Context: an optimization exercise on an open-source flow, tuned for small area. The choices shown serve that exercise and are no tape-out recipe. Function was checked by simulation only, so behaviour that the tests miss may differ from the original. The flow treats the clock pin as an ideal source, which a real chip does not have.

==> v19 <==
==> flow/design.v (excerpt) <==
module jbang_seq (
    input  wire        clk,
    input  wire        rst,           
    input  wire [2:0]  bus_addr,      
    input  wire        bus_we,
    input  wire [31:0] bus_wdata,
    output reg  [31:0] bus_rdata,
    output reg         jtag_trst_n,
    output reg         jtag_tck,
    output reg         jtag_tms,
    output reg         jtag_tdi,
    input  wire        jtag_tdo
);
Settings: LEC_CHECK=0, CAP_MARGIN=20, CORE_MARGIN=2, CORE_UTILIZATION=40, PLACE_DENSITY=0.6, SLEW_MARGIN=20, SYNTH_MEMORY_MAX_BITS=16384; clock period 8.0 ns.
standard.sh (not shown) runs the stock make flow with config.mk's settings and CLKGATE_MAP_FILE= SYNTH_SCRIPT=/design/flow/synth_recipe.tcl, a recipe that flattens the netlist after the stock synthesis.
==> flow/flow/run.sh <==
#!/bin/bash
# Layout flow: the standard ORFS flow (standard.sh) with changes that only affect how
# the layout is built:
#  - synthesis: the technology-mapping call to ABC runs ABC's default area-oriented mapping
#    instead of ORFS's speed script (no delay target, no buffering or gate upsizing at
#    synthesis time). Everything else, including the flip-flop mapping before ABC, is the
#    standard synthesis script (synth_recipe.tcl), so the registers keep their names and cells.
#  - placement: every input and output port still gets a buffer, but the buffer is the
#    platform's smallest one (buf_1) rather than the delay buffer buffer_ports picks.
#  - clock tree: the same CTS call without dummy loads; then clk_downsize.tcl swaps clock
#    buffers for smaller ones while the flip-flop clock-pin slew stays well under the limit.
# Each tool's output goes to its own log in this folder.
set -euo pipefail
W=$(pwd)
{ cat "$W/flow/abc_area.tcl"; cat "$W/synth_recipe.tcl"; } > "$W/area_synth.tcl"
sed "s#SYNTH_SCRIPT=[^ ']*#SYNTH_SCRIPT=$W/area_synth.tcl#" "$W/standard.sh" > "$W/area_standard.sh"
grep -q "SYNTH_SCRIPT=$W/area_synth.tcl" "$W/area_standard.sh"
export BUFFER_PORTS_ARGS="-buffer_cell sky130_fd_sc_hd__buf_1"
export CTS_ARGS="-sink_clustering_enable -repair_clock_nets -dont_use_dummy_load"
ARGS=("BUFFER_PORTS_ARGS=$BUFFER_PORTS_ARGS" "CTS_ARGS=$CTS_ARGS")
bash "$W/area_standard.sh" "${ARGS[@]}" cts > "$W/orfs_make_to_cts.log" 2>&1
PLATFORM_DIR="$FLOW_HOME/platforms/$FLOW_PLATFORM" \
RESULTS_DIR="$W/orfs/results/$FLOW_PLATFORM/jbang_seq/base" \
CLK_SLEW_BOUND=0.105 \
  openroad -no_init -exit "$W/flow/clk_downsize.tcl" > "$W/clk_downsize.log" 2>&1
bash "$W/area_standard.sh" "${ARGS[@]}" finish > "$W/orfs_make_finish.log" 2>&1
==> flow/flow/clk_downsize.tcl <==
set plat $::env(PLATFORM_DIR)
set res $::env(RESULTS_DIR)
read_lef $plat/lef/sky130_fd_sc_hd.tlef
read_lef $plat/lef/sky130_fd_sc_hd_merged.lef
read_liberty $plat/lib/sky130_fd_sc_hd__tt_025C_1v80.lib
read_db $res/4_cts.odb
read_sdc $res/4_cts.sdc
source $plat/setRC.tcl
set_propagated_clock [all_clocks]
estimate_parasitics -placement

proc worst_clk_slew {} {
  set ws 0
  foreach pin [get_pins -hierarchical */CLK] {
    foreach t {rise fall} {
      set s [get_property $pin slew_max_$t]
      if {$s > $ws} {set ws $s}
    }
  }
  return $ws
}

set bound $::env(CLK_SLEW_BOUND)
puts "worst clock-pin slew before: [worst_clk_slew]"
set changed 0
foreach inst [get_cells *] {
  if {[get_property $inst ref_name] ne "sky130_fd_sc_hd__clkbuf_16"} { continue }
  set name [get_property $inst name]
  foreach c {sky130_fd_sc_hd__clkbuf_4 sky130_fd_sc_hd__clkbuf_8} {
    replace_cell $name $c
    estimate_parasitics -placement
    if {[worst_clk_slew] <= $bound} {
      puts "clock buffer $name -> $c"
      incr changed
      break
    }
    replace_cell $name sky130_fd_sc_hd__clkbuf_16
    estimate_parasitics -placement
  }
}
puts "downsized $changed clock buffers; worst clock-pin slew after: [worst_clk_slew]"
check_placement -verbose
write_db $res/4_cts.odb
Other scripts of this flow, unchanged in this note and not shown: flow/flow/abc_area.tcl
==> v3: changes against v19 <==
--- a/flow/design.v
+++ b/flow/design.v
@@ -18,15 +18,14 @@
                      P_AL = 3'd4, P_NAV2 = 3'd5, P_FIN = 3'd6;
     localparam [2:0] G_NONE = 3'd0, G_PULSE = 3'd1, G_F = 3'd2, G_RI = 3'd3, G_SWAP = 3'd4;
     localparam [1:0] L_K = 2'd0, L_NB = 2'd1, L_RI = 2'd2;
     localparam [1:0] A_KEEP = 2'd0, A_ZERO = 2'd1, A_K = 2'd3;
     localparam [2:0] C_NONE = 3'd0, C_TAPID = 3'd1, C_CONN = 3'd2, C_R60 = 3'd3,
                      C_R2C = 3'd4, C_DAPID = 3'd5, C_CSW = 3'd6, C_ILL = 3'd7;
     reg [31:0] arg0, arg1, result, fval, dreg;
-    reg        arg0_v, arg1_v, result_v;
     reg [2:0]  o3;
     reg [3:0]  fcode;
     reg        overrun, pid, irv, ic3, ic1, ic0;
     reg [2:0]  pos;
     reg [5:0]  pc;
     reg [2:0]  ph;
     reg        txdr;
@@ -229,15 +228,15 @@
         n_pc = pc; n_ph = ph; n_txdr = txdr; n_cnt = cnt; n_bor = bor; n_pos = pos;
         n_tck = jtag_tck; n_tms = jtag_tms; n_tdi = jtag_tdi; n_trst = jtag_trst_n;
         n_fcode = fcode; n_irv = irv; n_setir = 1'b0;
         f_hold = 1'b1; f_lo0 = 1'b0; f_a0 = 1'b0; f_k = 1'b0; f_sh = 1'b0; f_top = 1'b0;
         f_nb = 1'b0; f_ir = 1'b0; f_ack = 1'b0; f_pos = 1'b0;
         r_ld = 1'b0; d_rot = 1'b0; o_ld = 1'b0;
         if (acc) begin
-            n_pc = w_entry; n_ph = P_PRE; n_txdr = 1'b0;
+            n_pc = w_entry; n_ph = P_PRE;
             f_hold = 1'b0; f_a0 = 1'b1;
         end
         if (busy) begin
             if (jtag_tck) begin
                 n_tck = 1'b0;
                 n_pos = pos_nx;
                 if (ph == P_SH) begin
@@ -356,56 +355,52 @@
                     end
                 endcase
             end
         end
     end
     wire [31:0] f_next =
           ({32{f_hold}} & {fval[31:5], fval[4:0] & {5{~f_lo0}}})
-        | ({32{f_a0 & arg0_v}} & arg0)
+        | ({32{f_a0}} & arg0)
         | ({32{f_k}}  & kval)
         | ({32{f_sh}} & {f_top, fval[31:1]})
         | ({32{f_nb}} & {26'd0, dreg[10:5]})
         | ({32{f_ir}} & {28'd0, dreg[14:11]})
         | ({32{f_ack}} & {29'd0, fval[31:29]})
         | {31'd0, f_pos & pos[0]};
     always @(posedge clk) begin
         if (rst) begin
-            arg0_v <= 1'b0; arg1_v <= 1'b0; result_v <= 1'b0;
+            arg0 <= 32'd0; arg1 <= 32'd0; result <= 32'd0;
             fcode <= 4'd0; overrun <= 1'b0; pid <= 1'b0;
             irv <= 1'b0; ic3 <= 1'b0; ic1 <= 1'b0; ic0 <= 1'b0;
-            pos <= PS_RESET; pc <= 6'd0;
+            pos <= PS_RESET; pc <= 6'd0; ph <= P_PRE; txdr <= 1'b0; cnt <= 6'd0;
             jtag_trst_n <= 1'b1; jtag_tck <= 1'b0; jtag_tms <= 1'b1; jtag_tdi <= 1'b0;
         end else begin
-            if (bus_we && bus_addr == 3'd1) arg0_v <= 1'b1;
-            if (bus_we && bus_addr == 3'd2) arg1_v <= 1'b1;
-            if (r_ld) result_v <= 1'b1;
+            if (bus_we && bus_addr == 3'd1) arg0 <= bus_wdata;
+            if (bus_we && bus_addr == 3'd2) arg1 <= bus_wdata;
             if (cmd_we && busy) overrun <= 1'b1;
             if (acc && !(w_ill || w_nb || w_bir)) pid <= 1'b1;
-            pc <= n_pc; pos <= n_pos;
+            if (r_ld) result <= fval;
+            pc <= n_pc; ph <= n_ph; txdr <= n_txdr; cnt <= n_cnt; pos <= n_pos;
             fcode <= n_fcode; irv <= n_irv | n_setir;
             if (n_setir) begin ic3 <= 1'b1; ic1 <= c1; ic0 <= c0; end
             jtag_tck <= n_tck; jtag_tms <= n_tms; jtag_tdi <= n_tdi; jtag_trst_n <= n_trst;
         end
-        if (bus_we && bus_addr == 3'd1) arg0 <= bus_wdata;
-        if (bus_we && bus_addr == 3'd2) arg1 <= bus_wdata;
-        if (r_ld) result <= fval;
-        ph <= n_ph; txdr <= n_txdr; cnt <= n_cnt;
         bor <= n_bor;
         fval <= f_next;
-        if (acc) dreg <= w_aw ? (arg1 & {32{arg1_v}}) : bus_wdata;
+        if (acc) dreg <= w_aw ? arg1 : bus_wdata;
         else if (d_rot) dreg <= {fval[0], dreg[31:1]};
         if (o_ld) o3 <= s_op3;
         else if (f_sh && ph == P_SH) o3 <= {fval[0], o3[2:1]};
     end
     wire [31:0] status = {8'd0, 4'd0, fcode, 4'd0, ic3, 1'b0, ic1, ic0, irv, pos,
                           pid, overrun, fault, busy};
     always @* begin
         case (bus_addr)
-            3'd1:    bus_rdata = arg0_v ? arg0 : 32'd0;
-            3'd2:    bus_rdata = arg1_v ? arg1 : 32'd0;
-            3'd3:    bus_rdata = result_v ? result : 32'd0;
+            3'd1:    bus_rdata = arg0;
+            3'd2:    bus_rdata = arg1;
+            3'd3:    bus_rdata = result;
             3'd4:    bus_rdata = status;
             3'd5:    bus_rdata = fault ? fval : 32'd0;
             default: bus_rdata = 32'd0;
         endcase
     end
 endmodule
==> flow/flow/run.sh (replaced) <==
#!/bin/bash
# Layout flow: the standard ORFS flow (standard.sh, all targets up to finish) with three
# changes that only affect how the layout is built:
#  - synthesis: the technology-mapping call to ABC runs ABC's default area-oriented mapping
#    instead of ORFS's speed script (no delay target, no buffering or gate upsizing at
#    synthesis time). Everything else, including the flip-flop mapping before ABC, is the
#    standard synthesis script (synth_recipe.tcl), so the registers keep their names and cells.
#  - placement: every input and output port still gets a buffer, but the buffer is the
#    platform's smallest one (buf_1) rather than the delay buffer buffer_ports picks.
#  - clock tree: the same CTS call without dummy loads.
set -euo pipefail
W=$(pwd)
{ cat "$W/flow/abc_area.tcl"; cat "$W/synth_recipe.tcl"; } > "$W/area_synth.tcl"
sed "s#SYNTH_SCRIPT=[^ ']*#SYNTH_SCRIPT=$W/area_synth.tcl#" "$W/standard.sh" > "$W/area_standard.sh"
grep -q "SYNTH_SCRIPT=$W/area_synth.tcl" "$W/area_standard.sh"
export BUFFER_PORTS_ARGS="-buffer_cell sky130_fd_sc_hd__buf_1"
export CTS_ARGS="-sink_clustering_enable -repair_clock_nets -dont_use_dummy_load"
bash "$W/area_standard.sh" "BUFFER_PORTS_ARGS=$BUFFER_PORTS_ARGS" "CTS_ARGS=$CTS_ARGS" finish > "$W/orfs_make.log" 2>&1
- CORE_UTILIZATION: 40 -> 65
- CTS_BUF_LIST: unset -> sky130_fd_sc_hd__clkbuf_8
- PLACE_DENSITY: 0.6 -> 0.75
removed: flow/flow/clk_downsize.tcl
==> flow_summary.json <==
{
  "synthesis.area_per_instance_um2": 9.96,
  "clk_share_pct": 2.16,
  "die_height_um": 166,
  "power_report.internal_total_uw": 1700,
  "swShare_pct": 38.5,
  "clkTransAtPathRegs_ns": 0.09,
  "clock_sinks": 200,
  "run_status": "no timing/DRC/antenna violations"
}
(the above is from v19)
==> flow_summary.json <==
{
  "die_height_um": 132,
  "swShare_pct": 39.2,
  "clk_share_pct": 3.57,
  "grt_max_degree": 92,
  "first_pass_iters": 12,
  "max_stage_delay_ns": 0.91,
  "clkTransAtPathRegs_ns": 0.08,
  "clock_sinks": 197,
  "synthesis.area_per_instance_um2": 8.04,
  "run_status": "no timing/DRC/antenna violations",
  "min_path_cells": 2,
  "power_clock_uw": 720
}
(the above is from v3)

[what the ideal ports hide]
In the flow no input, the clock included, has a driving cell. The finished layouts below were timed again as built, in two steps.
Step 1 (the two cells are an assumption about what drives the block):
set clk [get_ports {clk}]
set_driving_cell -lib_cell sky130_fd_sc_hd__clkbuf_16 $clk
set_driving_cell -lib_cell sky130_fd_sc_hd__buf_2 [delete_from_list [all_inputs] $clk]
Step 2, shift: input delay + t, output delay - t, t = (earliest + latest rising clock arrival at the registers) / 2. This alone moves slack from input paths to output paths.
a / b / c = ideal ports / drivers / drivers and shift; a / b = the first two.
| run | t, ns | slack for setup (ns) | worst data-port slew with drivers (ns) |
|---|---|---|---|
| v19 | 0.669 | 2.251 / 2.251 / 2.251 | 0.04 |
| v3 | 0.483 | 2.294 / 2.294 / 2.294 | 0.04 |
After both steps setup and hold are still met in every run listed.
